Source: an optimization exercise on an open RTL-to-GDS flow (aim: small area, a short achievable clock period and few clock cycles). Production flows keep margins and buffers that such runs may drop. Where RTL was checked, it was by simulation tests only, not by an equivalence proof against the original. Power figures rest on the tool's default switching activity, not on a simulated workload.

== old ==
// dec9
module dec9 (
    input  wire       clk,
    input  wire       rst,
    input  wire       req_valid,
    output wire       req_ready,
    input  wire [7:0] req_p,
    input  wire [7:0] req_s,
    input  wire       in_valid,
    output wire       in_ready,
    input  wire [7:0] in_data,
    output wire       out_valid,
    input  wire       out_ready,
    output wire [7:0] out_char,
    output wire       out_last,
    output wire [3:0] out_fault,
    output wire [1:0] out_status,
    output wire       out_sign,
    output wire [6:0] out_intg,
    output wire [6:0] out_frac,
    output wire [3:0] out_len
);
    localparam [3:0] F_NONE        = 4'd0;
    localparam [3:0] F_BADNUMBER   = 4'd1;
    localparam [3:0] F_BADPARAM    = 4'd3;
    localparam [3:0] F_EMPTYDIGITS = 4'd7;
    localparam [3:0] F_GROUPRANGE  = 4'd8;
    localparam [1:0] ST_OK        = 2'd0;
    localparam [1:0] ST_TRUNCATED = 2'd1;
    localparam [1:0] ST_OVERFLOW  = 2'd2;
    localparam [31:0] GMAX = 32'd999999999;
    localparam [3:0] DEPTH = 4'd8;
    localparam P_IDLE = 0;
    localparam P_S0   = 1;     
    localparam P_S1   = 2;     
    localparam P_S2   = 3;     
    localparam P_S3   = 4;     
    localparam P_READ = 5;     
    localparam P_S1B  = 6;     
    localparam [2:0] K_IP   = 3'd0;   
  ...
Size in the first run: about 560 flip-flops, ~0.034 mm^2 of cells after synthesis.
Settings: LEC_CHECK=0, CAP_MARGIN=20, CORE_MARGIN=2, CORE_UTILIZATION=65, SLEW_MARGIN=20; clock period 12.0 ns.
standard.sh (not shown) runs the stock make flow with config.mk's settings and CLKGATE_MAP_FILE= SYNTH_SCRIPT=/design/flow/synth_recipe.tcl, a recipe that flattens the netlist after the stock synthesis.
==> flow/flow/run.sh <==
#!/bin/bash
# The standard layout (the standard.sh: ORFS synthesis to finish), with
# the port buffers made of buf_2 cells in place of the default pick, and
# ORFS's timing repair aiming past the clock period (slack margin).
set -euo pipefail
export BUFFER_PORTS_ARGS="-buffer_cell sky130_fd_sc_hd__buf_2"
export SETUP_SLACK_MARGIN=8.4
bash standard.sh > standard.log 2>&1
old: full flow OK, the timing, DRC and antenna checks passed
The following lists how new was set up differently from old:
==> flow/flow/run.sh <==
#!/bin/bash
# The standard layout (the standard.sh: ORFS synthesis to finish), with
# the port buffers made of buf_2 cells in place of the default pick.
set -euo pipefail
export BUFFER_PORTS_ARGS="-buffer_cell sky130_fd_sc_hd__buf_2"
bash standard.sh > standard.log 2>&1
==> notes.md <==
- new vs old — number of standard cells in the layout, taps in and fillers out dropped slightly
- Sequential share of layout area delta for new relative to old: 0.54 points higher
- On new: combinational power is about 2% lower than what old gave.
- NOTE: count of TritonRoute iterations in the first routing pass in new falls short of that of old
- Diff new..old | register cell area after layout | negligible
- Design area for new: 1.4% down relative to old
- old → new: layout overhead on the synthesized area down 1.5 points, total number of vias flat, non-clock buffer count fell 41, final critical path time including I/O delays and setup grew by 1210 ps.
No functional check of the RTL was part of any run of this note.


dec9, a different RTL version from the one above (not shown whole).
Size in the first run: about 2700 cells after synthesis, ~560 flip-flops, ~66 I/O pins.
make LEC_CHECK=0 CAP_MARGIN=20 CORE_MARGIN=2 CORE_UTILIZATION=40 SLEW_MARGIN=20 finish   # period 12.0 ns
run.sh (not shown) runs the stock make flow with config.mk's settings and CLKGATE_MAP_FILE= SYNTH_SCRIPT=/design/flow/synth_recipe.tcl, a recipe that flattens the netlist after the stock synthesis.
Stock flow here: none of the scripts above is used.
The baseline completed with no timing, DRC or antenna violations.
Testbench counts at the start, summed over its fixed seeds: cycles 90,664.
Change:
Settings changed: CORE_UTILIZATION 40 to 65.
After rerunning: The changed run produced a clean layout. Cell count came out lower by roughly a tenth. Clock power shrinks by a few percent. Sequential power stays flat. Register-to-register slack gets better by 0.22 ns. Utilization climbs by 27 points. Power came out lower slightly.


Another version of the RTL of dec9 (not shown whole).
Size: about 3,100 cells after synthesis, ~560 flip-flops, about 66 I/O pins, ~33,000 um^2 of cells after synthesis.
clock: 12.0 ns
lec_check: 0
cap_margin: 20
core_margin: 2
core_utilization: 65
slew_margin: 20
standard.sh (not shown) runs the stock make flow with config.mk's settings and CLKGATE_MAP_FILE= SYNTH_SCRIPT=/design/flow/synth_recipe.tcl, a recipe that flattens the netlist after the stock synthesis.
==> flow/flow/run.sh <==
#!/bin/bash
# The standard layout (the standard.sh: ORFS synthesis to finish), with
# the port buffers made of buf_2 cells in place of the default pick.
set -euo pipefail
export BUFFER_PORTS_ARGS="-buffer_cell sky130_fd_sc_hd__buf_2"
bash standard.sh > standard.log 2>&1
The first run completed without violations.
Testbench counts at the start, summed over its fixed seeds: cycles 91,325.
==> next run, changes <==
==> flow/flow/run.sh (replaced) <==
#!/bin/bash
# The standard layout (the standard.sh: ORFS synthesis to finish), with
# the port buffers made of buf_2 cells in place of the default pick, and
# ORFS's timing repair aiming past the clock period (slack margin).
set -euo pipefail
export BUFFER_PORTS_ARGS="-buffer_cell sky130_fd_sc_hd__buf_2"
export SETUP_SLACK_MARGIN=8.4
bash standard.sh > standard.log 2>&1
Outcome: Die area does not change. First-iteration DRC count fell by 10%. Final area came out higher by 1.3%. Via count barely changes. Power hardly moves. Utilization grows by 0.90 points. Count of clock-buffer cells in the layout climbs by 2. Routed wire length hardly moves. Register-to-register slack improves by 0.41 ns. Cell count rose by 0.79%. Hold slack improved by 0.017 ns.


dec9, a different RTL version from the one above (not shown whole).
Size: ~600 flip-flops, about 66 I/O pins, roughly 34000 sq um of cells after synthesis.
==> flow/design.v (excerpt) <==
module dec9 (
    input  wire       clk,
    input  wire       rst,
    input  wire       req_valid,
    output wire       req_ready,
    input  wire [7:0] req_p,
    input  wire [7:0] req_s,
    input  wire       in_valid,
    output wire       in_ready,
    input  wire [7:0] in_data,
    output wire       out_valid,
    input  wire       out_ready,
    output wire [7:0] out_char,
    output wire       out_last,
    output wire [3:0] out_fault,
    output wire [1:0] out_status,
    output wire       out_sign,
    output wire [6:0] out_intg,
    output wire [6:0] out_frac,
    output wire [3:0] out_len
);
clock: 12.0 ns
lec_check: 0
cap_margin: 20
core_margin: 2
core_utilization: 65
slew_margin: 20
run.sh (not shown) runs the stock make flow with config.mk's settings and CLKGATE_MAP_FILE= SYNTH_SCRIPT=/design/flow/synth_recipe.tcl, a recipe that flattens the netlist after the stock synthesis.
Stock flow here: none of the scripts above is used.
Testbench counts at the start, summed over its fixed seeds: cycles 90,479.
Edit:
Settings changed: CORE_UTILIZATION 65 to 40.
After rerunning:
- design area rose by 2.1%
- wire length rose by 0.65%
- clock power rose by 13%
- maximum frequency fell by 0.96%
- worst setup slack degrades by 0.065 ns
- via count fell by 2.3%
- die area rose by 61%
- power rose by 1.5%
- count of clock-buffer cells in the layout rose by 8
- worst hold slack hardly moves
- area after synthesis stays the same


dec9, a different RTL version from the one above (not shown whole).
Size in the first run: roughly 32000 µm² of cells after synthesis.
clock: 12.0 ns
lec_check: 0
cap_margin: 20
core_margin: 2
core_utilization: 65
cts_cluster_diameter: 100
cts_cluster_size: 22
slew_margin: 20
standard.sh (not shown) runs the stock make flow with config.mk's settings and CLKGATE_MAP_FILE= SYNTH_SCRIPT=/design/flow/synth_recipe.tcl, a recipe that flattens the netlist after the stock synthesis.
==> flow/flow/run.sh <==
#!/bin/bash
# The standard layout (the standard.sh: ORFS synthesis to finish), with
# the port buffers made of buf_4 cells in place of the default pick, and
# ORFS's timing repair aiming past the clock period (slack margin).
set -euo pipefail
export BUFFER_PORTS_ARGS="-buffer_cell sky130_fd_sc_hd__buf_4"
export SETUP_SLACK_MARGIN=8.4
bash standard.sh > standard.log 2>&1
The baseline produced a clean layout.
Testbench counts at the start, summed over its fixed seeds: cycles 91,325.
Next try:
==> flow/flow/run.sh (replaced) <==
#!/bin/bash
# The standard layout (the standard.sh: ORFS synthesis to finish), with
# the port buffers made of buf_2 cells in place of the default pick, and
# ORFS's timing repair aiming past the clock period (slack margin).
set -euo pipefail
export BUFFER_PORTS_ARGS="-buffer_cell sky130_fd_sc_hd__buf_2"
export SETUP_SLACK_MARGIN=8.4
bash standard.sh > standard.log 2>&1
CORE_UTILIZATION = 75   (was 65)
- utilization rose by 11 points
- combinational power is about the same
- first-iteration DRC count rose by a quarter to a third
- setup slack loses 0.15 ns
- die area fell by roughly a tenth
Next try:
CORE_UTILIZATION = 65   (was 75)
CTS_BUF_LIST = sky130_fd_sc_hd__clkbuf_8 sky130_fd_sc_hd__clkbuf_16   (was not set)
After rerunning: The new run produced a clean layout. Non-clock buffer count rose by 5. Via count fell by about 3.6%. Clock-buffer cell count fell by 23. First-iteration DRC count fell by 22%. Wire length fell by about 2.7%. Register-to-register slack improves by 0.22 ns. Setup slack improves by 0.15 ns. Combinational power fell by about 2%. Total power fell by 1.3%. Synthesized cell count does not change.
Next try:
CTS_BUF_LIST = not set   (was sky130_fd_sc_hd__clkbuf_8 sky130_fd_sc_hd__clkbuf_16)
CTS_CLUSTER_DIAMETER = 120   (was 100)
CTS_CLUSTER_SIZE = 26   (was 22)
What happened:
- The changed run went through all stages and came out clean
- clock-buffer cell count went up by 15
- first-iteration DRC count drops by 2.0%
- power went down by 0.94%
- worst setup slack improves by 0.0089 ns
- critical path depth stays the same
- fmax barely changes


Setup of main:
Another version of the RTL of dec9 (not shown whole).
For scale: ~3000 cells after synthesis, roughly 66 I/O pins, ~33000 sq um of cells after synthesis.
export LEC_CHECK = 0
export CAP_MARGIN = 20
export CORE_MARGIN = 2
export CORE_UTILIZATION = 65
export SLEW_MARGIN = 20
create_clock -name core_clock -period 12.0 [get_ports {clk}]
==> flow/flow/run.sh <==
#!/bin/bash
# The standard layout (the standard.sh: ORFS synthesis to finish), with
# the port buffers made of buf_2 cells in place of the default pick, and
# ORFS's timing repair aiming past the clock period (slack margin).
set -euo pipefail
export BUFFER_PORTS_ARGS="-buffer_cell sky130_fd_sc_hd__buf_2"
export SETUP_SLACK_MARGIN=7.7
bash standard.sh > standard.log 2>&1
> inputs changed (main -> the feature branch)
==> flow/flow/run.sh <==
#!/bin/bash
# The standard layout (the standard.sh: ORFS synthesis to finish), with
# the port buffers made of buf_2 cells in place of the default pick.
set -euo pipefail
export BUFFER_PORTS_ARGS="-buffer_cell sky130_fd_sc_hd__buf_2"
bash standard.sh > standard.log 2>&1
Notes after the runs:
- The final layout from the feature branch, which completed every stage, passed the timing, DRC and antenna checks at the end of the flow.
- Going from main to the feature branch, maximum operating frequency shrinks by 0.30%.
- Number of cells on the worst hold path came out exactly the same in the feature branch and main.
- The via count of the routed design was comparable across the feature branch and main.
No run of this note included a check of the RTL's function; only the layout flow was run.

[afterwards: timing with drivers on the ports]
In the flow no input, the clock included, has a driving cell. The finished layouts below were timed again as built, in two steps. Step 1 sets driving cells, clkbuf_16 on the clock port and buf_2 on the other inputs (assumed; they add their load-dependent delay and slew). Step 2 moves the port delays by t, midway between the first and last clock arrival at a register: inputs arrive t later, outputs are due t later. That takes back most of the time a late clock gives input paths. Slacks: ideal / step 1 / step 2; pairs: ideal / step 1.
run	t (ns)	setup slack, ns	worst register clock-pin slew, ns
old	0.681	8.403 / 8.339 / 7.902	0.08 / 0.08
new	0.681	7.188 / 7.188 / 7.188	0.07 / 0.07
the first run of note 2	0.696	5.526 / 5.526 / 5.526	0.06 / 0.06
the second run of note 2	0.700	5.742 / 5.742 / 5.742	0.07 / 0.07
the first run of note 3	0.681	8.027 / 8.027 / 7.602	0.07 / 0.07
the second run of note 3	0.680	8.418 / 8.356 / 7.910	0.07 / 0.07
the first run of note 4	0.699	5.215 / 5.215 / 5.215	0.07 / 0.07
the second run of note 4	0.669	5.150 / 5.150 / 5.150	0.07 / 0.07
the first run of note 5	0.670	8.381 / 8.320 / 8.066	0.10 / 0.10
the second run of note 5	0.657	8.233 / 8.233 / 8.056	0.11 / 0.11
the third run of note 5	0.671	8.378 / 8.317 / 7.992	0.10 / 0.10
the fourth run of note 5	0.647	8.387 / 8.326 / 8.018	0.12 / 0.12
main	0.683	8.032 / 8.032 / 7.753	0.07 / 0.07
the feature branch	0.683	8.020 / 8.020 / 7.753	0.07 / 0.07
After both steps setup and hold are still met in every run listed. For the second run of note 3, which loses most, drivers alone change the setup slack by -0.062 ns; drivers and shift together by -0.508 ns.
